Context: an optimization exercise on an open-source flow, tuned for small area, a short achievable clock period and few clock cycles per item. The choices shown serve that exercise and are no tape-out recipe.
In this exercise RTL edits were held to simulation tests only and were not proved equivalent to the original.

[flow/config.mk]
export PLATFORM = sky130hd
export DESIGN_NAME = sm3_stream
export DESIGN_NICKNAME = sm3_stream
export VERILOG_FILES = /design/flow/design.v
export SDC_FILE = /design/flow/constraint.sdc
export NUM_CORES = 4
export LEC_CHECK = 0
export CAP_MARGIN = 20
export CORE_MARGIN = 2
export CORE_UTILIZATION = 40
export PLACE_DENSITY = 0.6
export SLEW_MARGIN = 20
[flow/constraint.sdc]
create_clock -name core_clock -period 20.0 [get_ports {clk}]
set_input_delay 4.0000 -clock core_clock [delete_from_list [all_inputs] [get_ports {clk}]]
set_output_delay 4.0000 -clock core_clock [all_outputs]
set_load 0.01 [all_outputs]
[flow/design.v]
module sm3_compress (
    input  wire         clk,
    input  wire         rst,         
    input  wire         start_i,
    input  wire         first_i,
    input  wire [511:0] block_i,     
    output wire         ready_o,
    output reg          done_o,
    output wire [255:0] digest_o     
);
    localparam [255:0] IV = {32'h7380166F, 32'h4914B2B9, 32'h172442D7, 32'hDA8A0600,
                             32'hA96F30BC, 32'h163138AA, 32'hE38DEE4D, 32'hB0FB0E4E};
    localparam [31:0]  T0 = 32'h79CC4519;
    localparam [31:0]  T1 = 32'h7A879D8A;
    localparam [1:0] S_IDLE  = 2'd0;
    localparam [1:0] S_ROUND = 2'd1;
    localparam [1:0] S_FINAL = 2'd2;
    function [31:0] rotl;
        input [31:0] x;
        input [4:0]  n;
        begin
            rotl = (x << n) | (x >> (6'd32 - {1'b0, n}));
        end
    endfunction
    function [31:0] p0;
        input [31:0] x;
        begin
            p0 = x ^ {x[22:0], x[31:23]} ^ {x[14:0], x[31:15]};
        end
    endfunction
    function [31:0] p1;
        input [31:0] x;
        begin
            p1 = x ^ {x[16:0], x[31:17]} ^ {x[8:0], x[31:9]};
        end
    endfunction
    reg [1:0]   state_q;
    reg [5:0]   round_q;
    reg [255:0] v_q;                     
    reg [31:0]  a_q, b_q, c_q, d_q, e_q, f_q, g_q, h_q;
    reg [511:0] w_q;                     
    wire [31:0] w_j   = w_q[511:480];    
    wire [31:0] w_j3  = w_q[415:384];    
    wire [31:0] w_j4  = w_q[383:352];    
    wire [31:0] w_j7  = w_q[287:256];    
    wire [31:0] w_j10 = w_q[191:160];    
    wire [31:0] w_j13 = w_q[95:64];      
    wire [31:0] w_new = p1(w_j ^ w_j7 ^ {w_j13[16:0], w_j13[31:17]})
                        ^ {w_j3[24:0], w_j3[31:25]} ^ w_j10;    
    wire [31:0] w_p   = w_j ^ w_j4;                              
    wire        early = (round_q < 6'd16);
    wire [31:0] k_j   = rotl(early ? T0 : T1, round_q[4:0]);
    wire [31:0] a_r12 = {a_q[19:0], a_q[31:20]};
    wire [31:0] ss_t  = a_r12 + e_q + k_j;
    wire [31:0] ss1   = {ss_t[24:0], ss_t[31:25]};
    wire [31:0] ss2   = ss1 ^ a_r12;
    wire [31:0] ff    = early ? (a_q ^ b_q ^ c_q)
                              : ((a_q & b_q) | (a_q & c_q) | (b_q & c_q));
    wire [31:0] gg    = early ? (e_q ^ f_q ^ g_q)
                              : ((e_q & f_q) | (~e_q & g_q));
    wire [31:0] tt1   = ff + d_q + ss2 + w_p;
    wire [31:0] tt2   = gg + h_q + ss1 + w_j;
    wire [255:0] v_in = first_i ? IV : v_q;
    assign ready_o  = (state_q == S_IDLE);
    assign digest_o = v_q;
    always @(posedge clk) begin
        if (rst) begin
            state_q <= S_IDLE;
            round_q <= 6'd0;
            done_o  <= 1'b0;
            v_q     <= IV;
        end else begin
            done_o <= 1'b0;
            case (state_q)
                S_IDLE: begin
                    if (start_i) begin
                        v_q     <= v_in;
                        a_q     <= v_in[255:224];
                        b_q     <= v_in[223:192];
                        c_q     <= v_in[191:160];
                        d_q     <= v_in[159:128];
                        e_q     <= v_in[127:96];
                        f_q     <= v_in[95:64];
                        g_q     <= v_in[63:32];
                        h_q     <= v_in[31:0];
                        w_q     <= block_i;
                        round_q <= 6'd0;
                        state_q <= S_ROUND;
                    end
                end
                S_ROUND: begin
                    a_q <= tt1;
                    b_q <= a_q;
                    c_q <= {b_q[22:0], b_q[31:23]};
                    d_q <= c_q;
                    e_q <= p0(tt2);
                    f_q <= e_q;
                    g_q <= {f_q[12:0], f_q[31:13]};
                    h_q <= g_q;
                    w_q <= {w_q[479:0], w_new};
                    round_q <= round_q + 6'd1;
                    if (round_q == 6'd63)
                        state_q <= S_FINAL;
                end
                S_FINAL: begin
                    v_q     <= v_q ^ {a_q, b_q, c_q, d_q, e_q, f_q, g_q, h_q};
                    done_o  <= 1'b1;
                    state_q <= S_IDLE;
                end
                default: state_q <= S_IDLE;
            endcase
        end
    end
endmodule
module sm3_stream (
    input  wire         clk,
    input  wire         rst,          
    input  wire         in_valid,
    output wire         in_ready,
    input  wire [31:0]  in_data,      
    input  wire         in_last,
    input  wire [2:0]   in_nbytes,    
    output wire         out_valid,
    output wire [255:0] digest_o
);
    localparam [2:0] S_FILL = 3'd0;     
    localparam [2:0] S_FULL = 3'd1;     
    localparam [2:0] S_PAD  = 3'd2;     
    localparam [2:0] S_LEN  = 3'd3;     
    localparam [2:0] S_WAIT = 3'd4;     
    reg [2:0]   state_q;
    reg [511:0] buf_q;                  
    reg [3:0]   widx_q;                 
    reg [60:0]  len_q;                  
    reg [5:0]   nb_q;                   
    reg         first_q;                
    reg         final_q;                
    reg         pad_pend_q;             
    reg         len_pend_q;             
    wire         core_ready;
    wire         core_done;
    wire [255:0] core_digest;
    reg          core_start;
    reg  [511:0] core_block;
    sm3_compress u_cf (
        .clk      (clk),
        .rst      (rst),
        .start_i  (core_start),
        .first_i  (first_q),
        .block_i  (core_block),
        .ready_o  (core_ready),
        .done_o   (core_done),
        .digest_o (core_digest)
    );
    wire [63:0] len_bits = {len_q, 3'b000};
    reg [511:0] pad_blk;
    integer i;
    always @(*) begin
        for (i = 0; i < 64; i = i + 1) begin
            if (i < nb_q)
                pad_blk[511 - 8*i -: 8] = buf_q[511 - 8*i -: 8];
            else if (i == nb_q)
                pad_blk[511 - 8*i -: 8] = 8'h80;
            else
                pad_blk[511 - 8*i -: 8] = 8'h00;
        end
        if (nb_q < 6'd56)
            pad_blk[63:0] = len_bits;
    end
    wire [511:0] len_blk = {448'd0, len_bits};
    always @(*) begin
        core_start = 1'b0;
        core_block = buf_q;
        case (state_q)
            S_FULL: begin
                core_start = core_ready;
                core_block = buf_q;
            end
            S_PAD: begin
                core_start = core_ready;
                core_block = pad_blk;
            end
            S_LEN: begin
                core_start = core_ready;
                core_block = len_blk;
            end
            default: ;
        endcase
    end
    wire [2:0] nbytes  = in_last ? in_nbytes : 3'd4;
    wire [6:0] blk_cnt = {1'b0, widx_q, 2'b00} + {4'd0, nbytes};
    assign in_ready  = (state_q == S_FILL);
    assign out_valid = (state_q == S_WAIT) && core_done && final_q;
    assign digest_o  = core_digest;
    always @(posedge clk) begin
        if (rst) begin
            state_q    <= S_FILL;
            widx_q     <= 4'd0;
            len_q      <= 61'd0;
            nb_q       <= 6'd0;
            first_q    <= 1'b1;
            final_q    <= 1'b0;
            pad_pend_q <= 1'b0;
            len_pend_q <= 1'b0;
        end else begin
            case (state_q)
                S_FILL: begin
                    if (in_valid) begin
                        buf_q[511 - 32*widx_q -: 32] <= in_data;
                        len_q <= len_q + {58'd0, nbytes};
                        if (!in_last) begin
                            widx_q <= widx_q + 4'd1;
                            if (widx_q == 4'd15)
                                state_q <= S_FULL;
                        end else begin
                            widx_q <= 4'd0;
                            if (blk_cnt == 7'd64) begin
                                nb_q       <= 6'd0;
                                pad_pend_q <= 1'b1;
                                state_q    <= S_FULL;
                            end else begin
                                nb_q    <= blk_cnt[5:0];
                                state_q <= S_PAD;
                            end
                        end
                    end
                end
                S_FULL: begin
                    if (core_ready) begin
                        first_q <= 1'b0;
                        final_q <= 1'b0;
                        state_q <= S_WAIT;
                    end
                end
                S_PAD: begin
                    if (core_ready) begin
                        first_q    <= 1'b0;
                        pad_pend_q <= 1'b0;
                        if (nb_q < 6'd56) begin
                            final_q <= 1'b1;
                        end else begin
                            final_q    <= 1'b0;
                            len_pend_q <= 1'b1;
                        end
                        state_q <= S_WAIT;
                    end
                end
                S_LEN: begin
                    if (core_ready) begin
                        len_pend_q <= 1'b0;
                        final_q    <= 1'b1;
                        state_q    <= S_WAIT;
                    end
                end
                S_WAIT: begin
                    if (core_done) begin
                        if (final_q) begin
                            final_q <= 1'b0;
                            first_q <= 1'b1;
                            len_q   <= 61'd0;
                            state_q <= S_FILL;
                        end else if (pad_pend_q) begin
                            state_q <= S_PAD;
                        end else if (len_pend_q) begin
                            state_q <= S_LEN;
                        end else begin
                            state_q <= S_FILL;
                        end
                    end
                end
                default: state_q <= S_FILL;
            endcase
        end
    end
endmodule
[flow/run.sh]
#!/bin/bash
# synth_recipe.tcl (not shown) runs the flow's synth.tcl, then flattens the netlist and writes it again
# the make line also repeats each setting of config.mk as NAME=value (left out here)
make -C /OpenROAD-flow-scripts/flow DESIGN_CONFIG=/design/flow/config.mk WORK_HOME=/design/flow/orfs CLKGATE_MAP_FILE= SYNTH_SCRIPT=/design/flow/synth_recipe.tcl finish
==> run notes <==
CP peak stage delay 870 ps; Via density 5.95; Clock Skew 53.2 ps; outcome no timing/DRC/antenna violations; most frequent cells in the layout edfxtp_1, nand2_1, nor2_1, o21ai_0, mux2_2; CP Max Fanout 50; final WL 327000 um; crit path DAT 12650 ps; H-Tree Depth 4; drt pass-1 iters 8; CP max-delay cell dfxtp_1; Mapped Cells 7856; RSZ-0062 raised after global routing no; vias in the first global route 61400; Synth Area in XOR/XNOR 5.71%; vias 65100; first-pass GRT wire length 464000 um; antenna violations before repair 9; synthesized flop and latch total 1623; Post-synth EDFFs 1280; post-cts hold buffer count 0; Clock Sinks 1623; total grt overflow 0; Final Hold Vio Count 0; WL/cell 29.9 um; Mapped Area 86600 um2; largest net degree at the start of global routing 169; R2R depth 35; worst path required time 20530 ps; Die H 469 um; RR Startpoint u_cf.round_q[5]; gpl congestion 0.993; Core Region 215000 um2; Slew headroom 12.0%; Hold Crit Start nb_q[3]; ANT nets after route 0; synthesized area per cell 11.0 um2; Max-cap violations 0; Seq/Total Area, Yosys 52.3%; Clock Tree Buf Depth 3; critical path class flip-flop to flip-flop; io pins 297; hpwl dp 238000 um; Setup Buffers After CTS 0; setup violators final 0; Worst-Margin Slew 1320 ps; cell row count 170; Die W 469 um; Tmin final 12130 ps; setup TNS 0 ps; TritonCTS buffer count 181; post-synthesis simple-gate area fraction 11.9%; CTS tree done; Hold WS 462 ps; drt drc 0; Yosys cell types 91; R2R setup slack 7870 ps; layout cell share with drive strength beyond 1 11.6%; Pins Over Slew Limit 0; top_reg_cell synth edfxtp_1; synth-to-layout area growth 13.4%; post-synthesis mux area share 7.08%; Starting Density 40.3%; YS warnings 2; initial drt markers 8097; endpoint type of the worst setup path flip-flop; Worst Hold Class flip-flop to flip-flop; # port buffers 296; GRT Overall Usage 29.2%; Final nets 8291; largest family of logic cells by synthesized area compound AO/OA/AOI/OAI gates; Achievable Freq 82.5 MHz; post-CTS sizing 0; most common cell after layout, fill and taps aside edfxtp_1; Die ar. 220000 um2; CTS root buf clkbuf_16; Synth Area in Compound Gates 13.6%; asr flop ratio synth 0%; syn nets 8191; Adder-Cell Fraction of Synth Area 5.94%; fin crit share 60.6%; worst hold path depth 2; WHS Endpoint nb_q[3]; worst reg2reg endpoint u_cf.a_q[30]; Worst Setup Start Kind flip-flop; clock latency (worst-skew pair) 840 ps; Worst-path clk slew 60 ps
[kinds of logic after synthesis]
group,Yosys count
AO/OA/AOI/OAI,1823
XOR/XNOR,558
adder cells (fa/ha/maj),298
buffers and inverters,789
flip-flops,1623
multiplexers,547
AND/OR/NAND/NOR,2218
[flip-flops by register name, summed over array words and instances (netlist names), 2 cells and up]
register and count:
buf_q 512, u_cf.w_q 512, u_cf.v_q 256, len_q 61, u_cf.a_q 32, u_cf.b_q 32
u_cf.c_q 32, u_cf.d_q 32, u_cf.e_q 32, u_cf.f_q 32, u_cf.g_q 32, u_cf.h_q 32
nb_q 6, u_cf.round_q 6, widx_q 4, state_q 3, u_cf.state_q 2
[cell usage after synthesis (all sizes together) (15+ instances only)]
master,instances,share of area [%]
edfxtp,1280,44
fa,189,4.4
a21o,56,0.49
or3,27,0.20
mux2i,33,0.38
o21ai,626,3.6
nand2,734,3.2
xnor2,311,3.2
nor3,85,0.50
xor2,244,2.5
mux2,513,6.7
o22ai,16,0.12
nand4,15,0.12
a31oi,35,0.25
dfxtp,343,7.9
and2,18,0.13
nand3,231,1.3
nand2b,142,1.0
nor2,672,2.9
a21oi,419,2.4
buf,66,0.30
o211ai,33,0.29
inv,285,1.2
nor2b,28,0.20
a211oi,21,0.19
clkbuf,437,1.9
o21a,16,0.14
and3,27,0.20
nand3b,193,1.7
ha,107,1.5
a221oi,66,0.68
o31ai,20,0.17
a22oi,23,0.20
a22o,387,3.9
[worst max-delay path by stage]
stage / endpoint / cells after the start / from
2_1_floorplan: buf_q[0] / 3 / rst
3_3_place_gp: u_cf.a_q[30] / 35 / u_cf.round_q[5]
3_5_place_dp: u_cf.a_q[30] / 35 / u_cf.round_q[5]
4_1_cts: u_cf.a_q[30] / 35 / u_cf.round_q[5]
5_1_grt: u_cf.a_q[30] / 38 / u_cf.round_q[5]
6_report: u_cf.a_q[30] / 35 / u_cf.round_q[5]
[worst max-delay path, delay by kind of cell (launching register included)]
| family | cells | cell delay (ps) |
|---|---|---|
| AOI/OAI and AO/OA | 17 | 4570 |
| xor gates and xnor gates | 3 | 920 |
| adders and majority gates | 6 | 2930 |
| buffers and inverters | 6 | 1800 |
| DFF | 1 | 870 |
| muxes | 1 | 460 |
| and+or+nand+nor | 2 | 180 |
[area by class of cell]
cell class / count / area [um2]
clock buffer: 252 / 4930
tap: 2838 / 3550
fill: 19800 / 117000
inverter: 286 / 1070
clock inverter: 86 / 895
multi-input combinational: 5444 / 38500
sequential: 1623 / 45300
timing repair buffer: 420 / 3930
antenna: 4 / 10.0
[routing by layer]
layer | share of wire [%] | vias to the layer above | GRT usage (%)
met5 | 0.015 | - | 0
met4 | 4.9 | 6 | 12.7
met3 | 8.1 | 496 | 5.25
met2 | 46 | 2996 | 45.4
met1 | 41 | 33000 | 39.9
li1 | - | 28700 | -
[through the flow]
step / util [%] / worst slack (ps) / cells / instance area (um2)
3_5_place_dp: 43.0 / 7960 / 10600 / 92300
2_1_floorplan: - / 1700 / 7856 / 86600
3_3_place_gp: 43.0 / 7940 / 10600 / 92300
5_1_grt: 45.7 / 7160 / 11000 / 98200
4_1_cts: 45.7 / 7870 / 10900 / 98200
6_report: 45.7 / 7870 / 11000 / 98200
Testbench counts, summed over its fixed seeds: cycles 68,060, bytes 42,033.

[port drivers added, routing unchanged]
Ports are ideal in the flow. The routed layout listed here was re-timed in OpenROAD. Step 1: set_driving_cell puts a clkbuf_16 on clk and a buf_2 on each other input, an assumption about the parent block. Step 2 times the ports against the registers' clock, not the clock port: input delays grow and output delays shrink by t, the midpoint of the rising clock arrivals with the driver on. Three values: ideal, step 1, step 2; two values: the first two.
t (ns): 0.904
slack for setup (ns): 7.873 / 7.873 / 7.873
worst data-port slew with drivers (ns): 0.06
pins driven straight from the clock port: 1
After both steps this run still meets setup and hold. For this run, drivers alone change the setup slack by 0.000 ns; drivers and shift together by 0.000 ns.
